Background: an optimization exercise with open tools, aiming at small area, a short achievable clock period and few clock cycles per item. Do not read the settings as production practice.
Power and IR drop assume default switching activity.

## S
==> flow/design.v <==
module fb_draw (
    input  wire        clk,
    input  wire        rst,         
    input  wire        cmd_valid,
    output wire        cmd_ready,
    input  wire [2:0]  cmd_op,      
    input  wire [15:0] cmd_x,       
    input  wire [15:0] cmd_y,       
    input  wire [15:0] cmd_len,     
    input  wire [15:0] cmd_h,       
    input  wire [7:0]  cmd_c,       
    input  wire        dat_valid,
    output wire        dat_ready,
    input  wire [7:0]  dat_byte,
    output wire        px_valid,
    input  wire        px_ready,
    output wire [7:0]  px_x,
    output wire [6:0]  px_y,
    output wire [7:0]  px_c,
    output wire        ack          
);
    localparam OP_CLEAR  = 3'd0;
    localparam OP_PIXEL  = 3'd1;
    localparam OP_HLINE  = 3'd2;
    localparam OP_VLINE  = 3'd3;
    localparam OP_CIRCLE = 3'd4;
    localparam OP_BLIT   = 3'd5;
    function [17:0] fadd;
        input [17:0] a, b;
        input        ci;
        reg   [17:0] g, p, gg, pp;
        reg   [18:0] c;
        integer i, k;
        begin
            g = a & b;
            p = a ^ b;
            gg = g;
            pp = p;
            for (k = 1; k < 18; k = k * 2)
                for (i = 0; i < 18; i = i + 1)
                    if ((i / k) % 2 == 1) begin
                        gg[i] = gg[i] | (pp[i] & gg[(i / k) * k - 1]);
                        pp[i] = pp[i] & pp[(i / k) * k - 1];
                    end
            c[0] = ci;
            for (i = 0; i < 18; i = i + 1)
                c[i + 1] = gg[i] | (pp[i] & ci);
            fadd = p ^ c[17:0];
        end
    endfunction
    function [15:0] finc;
        input [15:0] a;
        integer i;
        begin
            for (i = 0; i < 16; i = i + 1)
                finc[i] = a[i] ^ (&(a | ~((16'd1 << i) - 16'd1)));
        end
    endfunction
    function [15:0] fdec;
        input [15:0] a;
        integer i;
        begin
            for (i = 0; i < 16; i = i + 1)
                fdec[i] = a[i] ^ ~(|(a & ((16'd1 << i) - 16'd1)));
        end
    endfunction
    reg rdy;           
    reg ackr;          
    reg busy;          
    reg m_setup;       
    reg m_scan;        
    reg m_circ;        
    reg isblit;        
    reg g;             
    reg first;         
    reg cinit;         
    reg dneg;          
    reg [3:0] emask;   
    reg [7:0] ex1, ex2;    
    reg [6:0] ey1, ey2;    
    reg signed [15:0] ox, oy;      
    reg [15:0] cx, cy;             
    reg signed [17:0] dd;          
    reg signed [17:0] ff;          
    reg [16:0] ee;                 
    reg [7:0] pc;
    reg       dr;
    reg       sv;
    reg [7:0] sb;
    assign cmd_ready = rdy;
    assign ack       = ackr;
    assign px_valid  = (emask != 4'd0);
    assign px_c      = pc;
    assign dat_ready = dr;
    wire acc = rdy & cmd_valid;
    function hzero;   
        input [10:0] a, b;
        input        ci;
        hzero = ((a ^ b) == {(a[9:0] | b[9:0]), ci});
    endfunction
    wire [8:0] xs1 = {1'b0, ox[7:0]} + {1'b0, cx[7:0]};
    wire [8:0] xs2 = {1'b0, ox[7:0]} + {1'b0, ~cx[7:0]} + 9'd1;
    wire [10:0] xh  = {{3{ox[15]}}, ox[15:8]};
    wire hx1 = hzero(xh, {3'b000, cx[15:8]}, xs1[8]);
    wire hx2 = hzero(xh, {3'b111, ~cx[15:8]}, xs2[8]);
    wire [7:0] ys1 = {1'b0, oy[6:0]} + {1'b0, cy[6:0]};
    wire [7:0] ys2 = {1'b0, oy[6:0]} + {1'b0, ~cy[6:0]} + 8'd1;
    wire [10:0] yh  = {{2{oy[15]}}, oy[15:7]};
    wire hy1 = hzero(yh, {2'b00, cy[15:7]}, ys1[7]);
    wire hy2 = hzero(yh, {2'b11, ~cy[15:7]}, ys2[7]);
    wire [7:0] P1 = xs1[7:0], P2 = xs2[7:0];
    wire [6:0] Q1 = ys1[6:0], Q2 = ys2[6:0];
    function lx;   
        input [7:0] v;
        lx = !(v[7] && (v[6] || v[5]));
    endfunction
    wire vx1 = hx1 & lx(P1), vx2 = hx2 & lx(P2), vy1 = hy1, vy2 = hy2;
    wire [3:0] vis = {vx1 & vy2, vx2 & vy2, vx2 & vy1, vx1 & vy1};
    wire [3:0] dup  = first ? (g ? 4'b0110 : 4'b1100) : 4'b0000;
    wire [3:0] gvis = vis & ~dup;               
    wire [3:0] erest = emask & (emask - 4'd1);   
    wire [1:0] sidx  = emask[0] ? 2'd0 : emask[1] ? 2'd1 : emask[2] ? 2'd2 : 2'd3;
    wire [7:0] selx  = (sidx == 2'd1 || sidx == 2'd2) ? ex2 : ex1;
    wire [6:0] sely  = sidx[1] ? ey2 : ey1;
    assign px_x = selx;
    assign px_y = sely;
    wire       ld    = (emask == 4'd0) | (px_ready & (erest == 4'd0));
    wire        c_live = m_circ & (cinit | ff[17] | (ff[16:3] == 14'd0 && !(ff[2] && ff[1])));   
    wire [15:0] cx1    = finc(cx);
    wire [15:0] cy1    = finc(cy);
    wire [15:0] cym1   = fdec(cy);
    wire [17:0] dop    = dneg ? {1'b0, ee} : ff;           
    wire [17:0] dd_n   = fadd(dd, dop, 1'b0);
    wire [17:0] ff_n   = ff + {15'd0, cinit | !dneg, cinit | dneg, 1'b0};
    wire [17:0] base = dd;
    wire [17:0] lsum = dd_n;                                       
    wire [7:0]  lim  = g ? 8'd128 : 8'd160;
    wire        oth  = g ? (ox[15:8] == 8'd0 && lx(ox[7:0])) : (oy[15:7] == 9'd0);
    wire        b_lo = base[17];
    wire        b_hi = !b_lo && (base[16:0] >= {9'd0, lim});
    wire        e_hi = !lsum[17] && (lsum[16:0] > {9'd0, lim});
    wire        e_gt = !lsum[17] && (lsum != 18'd0);              
    wire        l_ne = oth & !b_hi & e_gt & (ff[15:0] != 16'd0);   
    wire [7:0]  l_s  = b_lo ? 8'd0 : base[7:0];
    wire [7:0]  l_e  = e_hi ? lim : lsum[7:0];
    wire take    = dr & dat_valid;
    wire have    = !isblit | sv | take;
    wire [7:0] byte_in = sv ? sb : dat_byte;
    wire row_end = (cx1 == dd[15:0]);
    wire blk_end = (cy1 == ff[15:0]);
    wire more  = m_setup | m_scan | c_live;
    wire ack_n = busy & !more & ld;
    always @(posedge clk) begin
        if (rst) begin
            rdy     <= 1'b1;
            ackr    <= 1'b0;
            busy    <= 1'b0;
            m_setup <= 1'b0;
            m_scan  <= 1'b0;
            m_circ  <= 1'b0;
            emask   <= 4'd0;
                        sv      <= 1'b0;
            dr      <= 1'b0;
        end else begin
            ackr <= ack_n;
            rdy  <= acc ? 1'b0 : (ack_n | !busy);
            if (ack_n) begin
                busy   <= 1'b0;
                m_circ <= 1'b0;
            end
            if (acc) begin
                busy    <= 1'b1;
                                sv      <= 1'b0;
                ox      <= (cmd_op == OP_CLEAR) ? 16'sd0 : cmd_x;
                oy      <= (cmd_op == OP_CLEAR) ? 16'sd0 : cmd_y;
                cx      <= (cmd_op == OP_CIRCLE) ? cmd_len : 16'd0;
                cy      <= 16'd0;
                dd      <= (cmd_op == OP_CIRCLE) ? ~{2'b00, cmd_len} :
                           (cmd_op == OP_CLEAR) ? 18'sd160 :
                           (cmd_op == OP_BLIT) ? {2'b00, cmd_len} :
                           (cmd_op == OP_VLINE) ? {{2{cmd_y[15]}}, cmd_y} : {{2{cmd_x[15]}}, cmd_x};
                ff      <= (cmd_op == OP_CIRCLE) ? {1'b1, ~cmd_len, 1'b1} :      
                           (cmd_op == OP_CLEAR) ? 18'sd128 :
                           (cmd_op == OP_BLIT) ? {2'b00, cmd_h} :
                           (cmd_op == OP_PIXEL) ? 18'd1 : {2'b00, cmd_len};
                pc      <= (cmd_op == OP_CLEAR) ? 8'd0 : cmd_c;
                g       <= (cmd_op == OP_VLINE);
                first   <= 1'b1;
                cinit   <= 1'b1;
                ee      <= 17'd3;
                dneg    <= (cmd_op == OP_CIRCLE) && (cmd_len[15:1] != 15'd0);    
                emask   <= 4'd0;
                isblit  <= (cmd_op == OP_BLIT);
                m_setup <= (cmd_op == OP_PIXEL) || (cmd_op == OP_HLINE) || (cmd_op == OP_VLINE);
                m_circ  <= (cmd_op == OP_CIRCLE);
                m_scan  <= (cmd_op == OP_CLEAR) ||
                           ((cmd_op == OP_BLIT) && (cmd_len != 16'd0) && (cmd_h != 16'd0));
                dr      <= (cmd_op == OP_BLIT) && (cmd_len != 16'd0) && (cmd_h != 16'd0);
            end else if (m_setup) begin
                m_setup <= 1'b0;
                m_scan  <= l_ne;
                g       <= 1'b0;
                if (g) begin
                    oy <= 16'sd0;
                    cx <= 16'd0;
                    cy <= {8'd0, l_s};
                    dd <= 18'sd1;
                    ff <= {10'd0, l_e};
                end else begin
                    ox <= 16'sd0;
                    cx <= {8'd0, l_s};
                    cy <= 16'd0;
                    dd <= {10'd0, l_e};
                    ff <= 18'sd1;
                end
            end else if (m_circ) begin
                if (cinit) begin
                    cinit <= 1'b0;
                    ff    <= ff_n;                      
                end
                if (px_ready) emask <= erest;
                if (c_live && ld) begin
                    if (ld) begin
                        emask <= gvis;
                        ex1   <= P1[7:0];
                        ex2   <= P2[7:0];
                        ey1   <= Q1[6:0];
                        ey2   <= Q2[6:0];
                    end
                    g <= !g;
                    if (!g) begin                       
                        cx <= cy;
                        cy <= cx;
                    end else begin                      
                        first <= 1'b0;
                        cx    <= dneg ? cy : cym1;
                        cy    <= cx1;
                        dd    <= dd_n;
                        ee    <= ee + 17'd2;
                        dneg  <= dd_n[17] & ~(&dd_n[16:1]);    
                        ff    <= ff_n;
                    end
                end
            end else if (m_scan) begin
                if (ld && have) begin
                    emask <= {3'b000, vis[0]};
                    ex1   <= P1;
                    ey1   <= Q1;
                    if (isblit) pc <= byte_in;
                    sv  <= 1'b0;
                    if (row_end) begin
                        cx <= 16'd0;
                        cy <= cy1;
                    end else begin
                        cx <= cx1;
                    end
                    if (row_end && blk_end) begin
                        m_scan <= 1'b0;
                        dr     <= 1'b0;
                    end else begin
                        dr     <= isblit;
                    end
                end else begin
                    if (px_ready) emask <= 4'd0;
                    if (take) begin    
                        sb <= dat_byte;
                        sv <= 1'b1;
                        dr <= 1'b0;
                    end
                end
            end else if (px_ready) begin
                emask <= 4'd0;
            end
        end
    end
endmodule
clock: 15.0 ns
lec_check: 0
cap_margin: 70
core_margin: 2
core_utilization: 30
gpl_timing_driven: 1
place_density: 0.6
slew_margin: 70
run.sh (not shown) runs the stock make flow with config.mk's settings and CLKGATE_MAP_FILE= SYNTH_SCRIPT=/design/flow/synth_recipe.tcl, a recipe that flattens the netlist after the stock synthesis.
### S -> R
diff --git a/flow/design.v b/flow/design.v
--- a/flow/design.v
+++ b/flow/design.v
@@ -72,19 +72,17 @@
     reg m_circ;        
     reg isblit;        
     reg g;             
     reg first;         
     reg cinit;         
-    reg dneg;          
     reg [3:0] emask;   
     reg [7:0] ex1, ex2;    
     reg [6:0] ey1, ey2;    
     reg signed [15:0] ox, oy;      
     reg [15:0] cx, cy;             
     reg signed [17:0] dd;          
     reg signed [17:0] ff;          
-    reg [16:0] ee;                 
     reg [7:0] pc;
     reg       dr;
     reg       sv;
     reg [7:0] sb;
     assign cmd_ready = rdy;
@@ -124,14 +122,15 @@
     wire [6:0] sely  = sidx[1] ? ey2 : ey1;
     assign px_x = selx;
     assign px_y = sely;
     wire       ld    = (emask == 4'd0) | (px_ready & (erest == 4'd0));
     wire        c_live = m_circ & (cinit | ff[17] | (ff[16:3] == 14'd0 && !(ff[2] && ff[1])));   
+    wire        dneg   = dd[17] & ~(&dd[16:1]);           
     wire [15:0] cx1    = finc(cx);
     wire [15:0] cy1    = finc(cy);
     wire [15:0] cym1   = fdec(cy);
-    wire [17:0] dop    = dneg ? {1'b0, ee} : ff;           
+    wire [17:0] dop    = (dneg & m_circ) ? {1'b0, cx1, 1'b1} : ff;    
     wire [17:0] dd_n   = fadd(dd, dop, 1'b0);
     wire [17:0] ff_n   = ff + {15'd0, cinit | !dneg, cinit | dneg, 1'b0};
     wire [17:0] base = dd;
     wire [17:0] lsum = dd_n;                                       
     wire [7:0]  lim  = g ? 8'd128 : 8'd160;
@@ -185,12 +184,10 @@
                            (cmd_op == OP_PIXEL) ? 18'd1 : {2'b00, cmd_len};
                 pc      <= (cmd_op == OP_CLEAR) ? 8'd0 : cmd_c;
                 g       <= (cmd_op == OP_VLINE);
                 first   <= 1'b1;
                 cinit   <= 1'b1;
-                ee      <= 17'd3;
-                dneg    <= (cmd_op == OP_CIRCLE) && (cmd_len[15:1] != 15'd0);    
                 emask   <= 4'd0;
                 isblit  <= (cmd_op == OP_BLIT);
                 m_setup <= (cmd_op == OP_PIXEL) || (cmd_op == OP_HLINE) || (cmd_op == OP_VLINE);
                 m_circ  <= (cmd_op == OP_CIRCLE);
                 m_scan  <= (cmd_op == OP_CLEAR) ||
@@ -217,11 +214,11 @@
                 if (cinit) begin
                     cinit <= 1'b0;
                     ff    <= ff_n;                      
                 end
                 if (px_ready) emask <= erest;
-                if (c_live && ld) begin
+                if (c_live && (ld || gvis == 4'd0)) begin
                     if (ld) begin
                         emask <= gvis;
                         ex1   <= P1[7:0];
                         ex2   <= P2[7:0];
                         ey1   <= Q1[6:0];
@@ -234,12 +231,10 @@
                     end else begin                      
                         first <= 1'b0;
                         cx    <= dneg ? cy : cym1;
                         cy    <= cx1;
                         dd    <= dd_n;
-                        ee    <= ee + 17'd2;
-                        dneg  <= dd_n[17] & ~(&dd_n[16:1]);    
                         ff    <= ff_n;
                     end
                 end
             end else if (m_scan) begin
                 if (ld && have) begin
==> notes.md <==
From S to R the numbers moved as follows: first-iteration detailed-routing DRC count went down, clock group total power went down, complex-gate fraction of the synthesized area went up, global-route usage did not really move, required arrival time at the worst endpoint went up.
On area of combinational cells with multiple inputs, S tracks R almost exactly.
Of the two values seen for capturing element of the worst setup path, dd[2] was produced by R and cy[15] by S.
S → R: setup slack -0.63 ns; wire length on met3 -14%.
No functional check of the RTL was part of any run of this note.

## separate check: timing with driven ports
The flow's constraints put no driver on any port. The routed layouts listed below were extracted and timed again, unchanged, in two steps. Step 1 (the two cells are an assumption about what drives the block):
set clk [get_ports {clk}]
set_driving_cell -lib_cell sky130_fd_sc_hd__clkbuf_16 $clk
set_driving_cell -lib_cell sky130_fd_sc_hd__buf_2 [delete_from_list [all_inputs] $clk]
Step 2 moves the port delays by t, midway between the first and last clock arrival at a register: inputs arrive t later, outputs are due t later. That takes back most of the time a late clock gives input paths. Slacks: no drivers / after step 1 / after step 2; pairs: no drivers / after step 1.
run	t, ns	setup slack, ns	worst slew at a driven data input, ns
S	0.512	9.342 / 9.345 / 8.833	0.09
R	0.520	8.717 / 8.717 / 8.717	0.05
After both steps every run listed still meets setup and hold. For S, which loses most, drivers alone change the setup slack by +0.003 ns; drivers and shift together by -0.509 ns.
